This design comes from an exercise in tuning for small area on the open sky130 flow, not from production work.
The RTL was checked by simulation tests, not by an equivalence proof against the original design.
Power is estimated from default activity; no workload was simulated.

==> inputs of 06-15 <==
==> flow/design.v (excerpt) <==
module mfc (
    input  wire        clk,
    input  wire        rst,         
    input  wire        psel,
    input  wire        pwrite,
    input  wire [8:2]  paddr,
    input  wire [31:0] pwdata,
    output reg  [31:0] prdata,
    input  wire        rx_valid,
    input  wire [7:0]  rx_data,
    input  wire        rx_timeout,
    input  wire        tx_ready,
    output wire        tx_valid,
    output wire [7:0]  tx_data,
    output wire        irq
);
    localparam [7:0] SYNC = 8'h55;
    localparam [2:0] RS_IDLE  = 3'd0;
    localparam [2:0] RS_HUNT  = 3'd1;
    localparam [2:0] RS_ACCUM = 3'd2;
    localparam [2:0] RS_DONE  = 3'd3;
    localparam [2:0] RS_ECHK  = 3'd5;    
    localparam [2:0] RS_EINC  = 3'd6;    
    localparam [2:0] RS_ESYNC = 3'd7;    
    localparam [1:0] MODE_NONE   = 2'b00;
    localparam [1:0] MODE_STRICT = 2'b01;
    localparam [2:0] CE_OK         = 3'd0;
    localparam [2:0] CE_BAD_CMD    = 3'd1;
    localparam [2:0] CE_BAD_ARG    = 3'd2;
    localparam [2:0] CE_LEN_RANGE  = 3'd3;
    localparam [2:0] CE_TX_SEQ     = 3'd4;
    localparam [2:0] CE_TX_OVERRUN = 3'd5;
    localparam [2:0] CE_UNVERIFIED = 3'd6;
    localparam [2:0] CE_REC_RANGE  = 3'd7;
    localparam [3:0] OP_RX_ARM     = 4'h1;
    localparam [3:0] OP_RX_ARM_OP  = 4'h2;
    localparam [3:0] OP_RX_CLEAR   = 4'h3;
    localparam [3:0] OP_RX_TIMEOUT = 4'h4;
    localparam [3:0] OP_TX_START   = 4'h5;
    localparam [3:0] OP_TX_END     = 4'h6;
  ...
clock: 10.0 ns
lec_check: 0
cap_margin: 20
core_margin: 2
core_utilization: 50
gpl_timing_driven: 0
slew_margin: 20
synth_hierarchical: 1
synth_minimum_keep_size: 0
standard.sh (not shown) runs the stock make flow with config.mk's settings and CLKGATE_MAP_FILE= SYNTH_SCRIPT=/design/flow/synth_recipe.tcl, a recipe that flattens the netlist after the stock synthesis.
==> flow/flow/run.sh <==
#!/bin/bash
# Standard ORFS layout with three changes: port buffers are buf_2 cells
# (not clock delay cells), and the clock tree uses clkbuf_8 cells in sink
# clusters of up to 14 flip-flops, without dummy balancing loads.
set -euo pipefail
bash standard.sh \
  'BUFFER_PORTS_ARGS=-buffer_cell sky130_fd_sc_hd__buf_2' \
  'CTS_ARGS=-sink_clustering_enable -repair_clock_nets -dont_use_dummy_load -buf_list sky130_fd_sc_hd__clkbuf_8 -sink_clustering_size 14 -sink_clustering_max_diameter 50' \
  finish > standard_flow.log 2>&1
==> inputs of 02-25, as changes to 06-15 <==
--- a/flow/design.v
+++ b/flow/design.v
@@ -135,16 +135,18 @@
     reg [7:0]  ck_sum_n;
     reg [7:0]  ck_cnt_n;
     reg [3:0]  int_pend_n;
     reg [3:0]  int_en_n;
     reg [2:0]  cmd_err_n;
     reg        rec_valid_n;
     reg [3:0]  rec_idx_n;
     wire [7:0] sh_sum = (paddr[3] ? ck_sum : tx_sum) + pwdata[7:0];
+    wire [7:0] sh_cin = paddr[3] ? ck_cnt : tx_cnt;
+    wire [7:0] sh_cnt = (sh_cin == 8'hFF) ? 8'hFF : sh_cin + 8'd1;
     reg        do_arm;
     reg [7:0]  arm_len;
     reg        rx_clr;
     reg        soft_reset;
     reg        tx_drop;        
     reg [7:0]  nxt_count;
     reg [7:0]  nxt_sum;
     always @(*) begin
@@ -169,17 +171,17 @@
         cmd_err_n   = cmd_err;
         rec_valid_n = rec_valid;
         rec_idx_n   = rec_idx;
         do_arm     = 1'b0;
         arm_len    = rx_len;
         rx_clr     = 1'b0;
         soft_reset = 1'b0;
         tx_drop    = 1'b0;
-        nxt_count  = rx_count + 8'd1;
+        nxt_count  = 8'd0;
         nxt_sum    = 8'd0;
         if (host_wr) begin
             case (paddr)
                 A_CTRL:
                     if (pwdata[1:0] != 2'b11)
                         sync_mode_n = pwdata[1:0];
                 A_RX_LEN:
                     rx_len_n = pwdata[7:0];
@@ -193,23 +195,23 @@
                         int_pend_n[3] = 1'b1;
                     end else if (tx_busy) begin
                         cmd_err_n     = CE_TX_OVERRUN;
                         int_pend_n[3] = 1'b1;
                     end else begin
                         tx_hold_n = pwdata[7:0];
                         tx_busy_n = 1'b1;
                         tx_sum_n  = sh_sum;
-                        tx_cnt_n  = (tx_cnt == 8'hFF) ? 8'hFF : tx_cnt + 8'd1;
+                        tx_cnt_n  = sh_cnt;
                         cmd_err_n = CE_OK;
                     end
                 end
                 A_CK_DATA: begin
                     ck_sum_n  = sh_sum;
-                    ck_cnt_n  = (ck_cnt == 8'hFF) ? 8'hFF : ck_cnt + 8'd1;
+                    ck_cnt_n  = sh_cnt;
                     cmd_err_n = CE_OK;
                 end
                 A_CMD: begin
                     if (cmd_malformed) begin
                         cmd_err_n     = CE_BAD_CMD;
                         int_pend_n[3] = 1'b1;
                     end else if (cmd_op == OP_RX_ARM_OP && cmd_arg > 4'd8) begin
                         cmd_err_n     = CE_BAD_ARG;
@@ -257,17 +259,17 @@
                                 end else if (tx_busy) begin
                                     cmd_err_n     = CE_TX_OVERRUN;
                                     int_pend_n[3] = 1'b1;
                                 end else begin
                                     tx_hold_n = 8'd0 - tx_sum;
                                     tx_busy_n = 1'b1;
                                     tx_open_n = 1'b0;
                                     tx_sum_n  = 8'd0;
-                                    tx_cnt_n  = (tx_cnt == 8'hFF) ? 8'hFF : tx_cnt + 8'd1;
+                                    tx_cnt_n  = sh_cnt;
                                 end
                             OP_TX_ABORT: begin
                                 tx_open_n = 1'b0;
                                 tx_busy_n = 1'b0;
                                 tx_hold_n = 8'd0;
                                 tx_drop   = 1'b1;
                             end
                             OP_CK_CLEAR: begin
@@ -332,28 +334,29 @@
             rec_idx_n   = 4'd0;
             tx_drop     = 1'b1;
         end
         if (tx_busy && !tx_drop && tx_ready) begin
             tx_busy_n     = 1'b0;
             tx_hold_n     = 8'd0;
             int_pend_n[2] = 1'b1;
         end
+        nxt_count = (rs_n[1] ? rx_count : rx_skip_n) + 8'd1;
         if (rx_valid) begin
             case (rs_n)
                 RS_HUNT:
                     if (act_mode_n == MODE_NONE || rx_data == SYNC) begin
                         rx_count_n = 8'd1;
                         rx_sum_n   = rx_data;
                         rs_n       = RS_ACCUM;
                     end else if (act_mode_n == MODE_STRICT) begin
                         rs_n          = RS_ESYNC;
                         int_pend_n[1] = 1'b1;
                     end else begin
-                        rx_skip_n = (rx_skip_n == 8'hFF) ? 8'hFF : rx_skip_n + 8'd1;
+                        rx_skip_n = (rx_skip_n == 8'hFF) ? 8'hFF : nxt_count;
                     end
                 RS_ACCUM: begin
                     nxt_sum    = rx_sum + rx_data;
                     rx_count_n = nxt_count;
                     rx_sum_n   = nxt_sum;
                     if (nxt_count == act_len) begin
                         if (nxt_sum == 8'd0) begin
                             rs_n          = RS_DONE;
@@ -601,17 +604,22 @@
             for (gt = 0; gt < 21; gt = gt + 1) begin : g_t
                 mfc_aoi222 u_aoi (.a(sl[3*gt]), .b(col[3*gt]), .c(sl[3*gt+1]), .d(col[3*gt+1]),
                                   .e(sl[3*gt+2]), .f(col[3*gt+2]), .y(t[gt]));
             end
             assign t[21] = ~(sl[63] & col[63]);
             assign m[gb] = ~&t;
         end
     endgenerate
-    wire       w_lt = paddr[7:2] < rx_count[7:2];
+    wire [5:0] cw = rx_count[7:2];
+    wire [5:0] pw = paddr[7:2];
+    wire [5:0] ltb = ~pw & cw;
+    wire [5:0] eqb = ~(pw ^ cw);
+    wire       w_lt = ltb[5] | (eqb[5] & (ltb[4] | (eqb[4] & (ltb[3] | (eqb[3] & (ltb[2] |
+                      (eqb[2] & (ltb[1] | (eqb[1] & ltb[0])))))))));
     wire       w_eq = paddr[7:2] == rx_count[7:2];
     wire [3:0] vis;
     assign vis[0] = w_lt | (w_eq & (rx_count[1:0] != 2'd0));
     assign vis[1] = w_lt | (w_eq & rx_count[1]);
     assign vis[2] = w_lt | (w_eq & (rx_count[1:0] == 2'd3));
     assign vis[3] = w_lt;
     wire kodd = k[0];
     wire [7:0] r0 = kodd ? m[7:0]   : m[23:16];
==> flow/flow/run.sh (replaced) <==
#!/bin/bash
# Standard ORFS layout with two changes: port buffers are buf_2 cells (not
# clock delay cells), and the clock tree is built of clkbuf_4
# buffers driving sink clusters of up to 8 flip-flops, without dummy
# balancing loads.
set -euo pipefail
bash standard.sh \
  'BUFFER_PORTS_ARGS=-buffer_cell sky130_fd_sc_hd__buf_2' \
  'CTS_ARGS=-sink_clustering_enable -repair_clock_nets -dont_use_dummy_load -buf_list sky130_fd_sc_hd__clkbuf_4 -sink_clustering_size 8 -sink_clustering_max_diameter 50' \
  finish > standard_flow.log 2>&1
- CAP_MARGIN: 20 -> 10
- CORE_UTILIZATION: 50 -> 62
- SETUP_SLACK_MARGIN: unset -> 0.5
- SLEW_MARGIN: 20 -> 10
==> inputs of 07-28, as changes to 06-15 <==
--- a/flow/design.v
+++ b/flow/design.v
@@ -601,17 +601,22 @@
             for (gt = 0; gt < 21; gt = gt + 1) begin : g_t
                 mfc_aoi222 u_aoi (.a(sl[3*gt]), .b(col[3*gt]), .c(sl[3*gt+1]), .d(col[3*gt+1]),
                                   .e(sl[3*gt+2]), .f(col[3*gt+2]), .y(t[gt]));
             end
             assign t[21] = ~(sl[63] & col[63]);
             assign m[gb] = ~&t;
         end
     endgenerate
-    wire       w_lt = paddr[7:2] < rx_count[7:2];
+    wire [5:0] cw = rx_count[7:2];
+    wire [5:0] pw = paddr[7:2];
+    wire [5:0] ltb = ~pw & cw;
+    wire [5:0] eqb = ~(pw ^ cw);
+    wire       w_lt = ltb[5] | (eqb[5] & (ltb[4] | (eqb[4] & (ltb[3] | (eqb[3] & (ltb[2] |
+                      (eqb[2] & (ltb[1] | (eqb[1] & ltb[0])))))))));
     wire       w_eq = paddr[7:2] == rx_count[7:2];
     wire [3:0] vis;
     assign vis[0] = w_lt | (w_eq & (rx_count[1:0] != 2'd0));
     assign vis[1] = w_lt | (w_eq & rx_count[1]);
     assign vis[2] = w_lt | (w_eq & (rx_count[1:0] == 2'd3));
     assign vis[3] = w_lt;
     wire kodd = k[0];
     wire [7:0] r0 = kodd ? m[7:0]   : m[23:16];
==> flow/flow/run.sh (replaced) <==
#!/bin/bash
# Standard ORFS layout with two changes: port buffers are buf_2 cells (not
# clock delay cells), and the clock tree is a clkbuf_16 root over clkbuf_8
# buffers driving sink clusters of up to 14 flip-flops, without dummy
# balancing loads.
set -euo pipefail
bash standard.sh \
  'BUFFER_PORTS_ARGS=-buffer_cell sky130_fd_sc_hd__buf_2' \
  'CTS_ARGS=-sink_clustering_enable -repair_clock_nets -dont_use_dummy_load -root_buf sky130_fd_sc_hd__clkbuf_16 -buf_list sky130_fd_sc_hd__clkbuf_8 -sink_clustering_size 14 -sink_clustering_max_diameter 50' \
  finish > standard_flow.log 2>&1
- SETUP_SLACK_MARGIN: unset -> 0.3
==> results.txt <==
The run finished with no timing, DRC or antenna violations. From synthesis to final layout, the design area changed by 10.0%. The number of buffers added for setup after CTS is 5. The portion of synthesized cell area occupied by the leading cell type came out at 53.4%.
# the run above: 07-28

==> results.txt <==
Compared with the post-synthesis result, the final layout area differs by 9.64%. In the post-route analysis, the smallest setup slack over all paths is -0.170 ns. The run finished, with violations left. Setup violations remaining at the end of the flow were counted as 11. The run did not pass the layout checks because of negative setup slack.
# the run above: 06-15

==> results.txt <==
The share of the synthesized netlist area taken by xor and xnor gates is 0.611%. The run finished with no timing, DRC or antenna violations. The share of total power dissipated in sequential elements is 63.7%.

Buffers added to address setup during post-CTS repair amount to 11. The portion of synthesized cell area occupied by the leading cell type came out at 53.7%. The post-synthesis to final-layout area growth came out at 9.39%.

Signal routing reaches up to met5.
# the run above: 02-25

==> separate check: timing with driven ports <==
How much do the figures lean on ideal ports? The routed layouts below were timed once more, with nothing changed but the port constraints. Step 1 (the two cells are an assumption about what drives the block):
set clk [get_ports {clk}]
set_driving_cell -lib_cell sky130_fd_sc_hd__clkbuf_16 $clk
set_driving_cell -lib_cell sky130_fd_sc_hd__buf_2 [delete_from_list [all_inputs] $clk]
Step 2, shift: input delay + t, output delay - t, t = (earliest + latest rising clock arrival at the registers) / 2. This alone moves slack from input paths to output paths. Three values: no drivers, after step 1, after step 2; two values: the first two.
run	t, ns	slack for setup (ns)	latest minus earliest clock arrival (ns)	worst slew at a driven data input, ns	cell pins on the clock port's net
06-15	1.034	-0.170 / -0.240 / -0.240	0.101 / 0.101	0.12	1
02-25	1.384	0.292 / 0.096 / 0.096	0.122 / 0.122	0.34	1
07-28	0.893	0.145 / 0.123 / 0.123	0.092 / 0.091	0.06	1
For 02-25, which loses most, drivers alone change the setup slack by -0.196 ns; drivers and shift together by -0.196 ns.
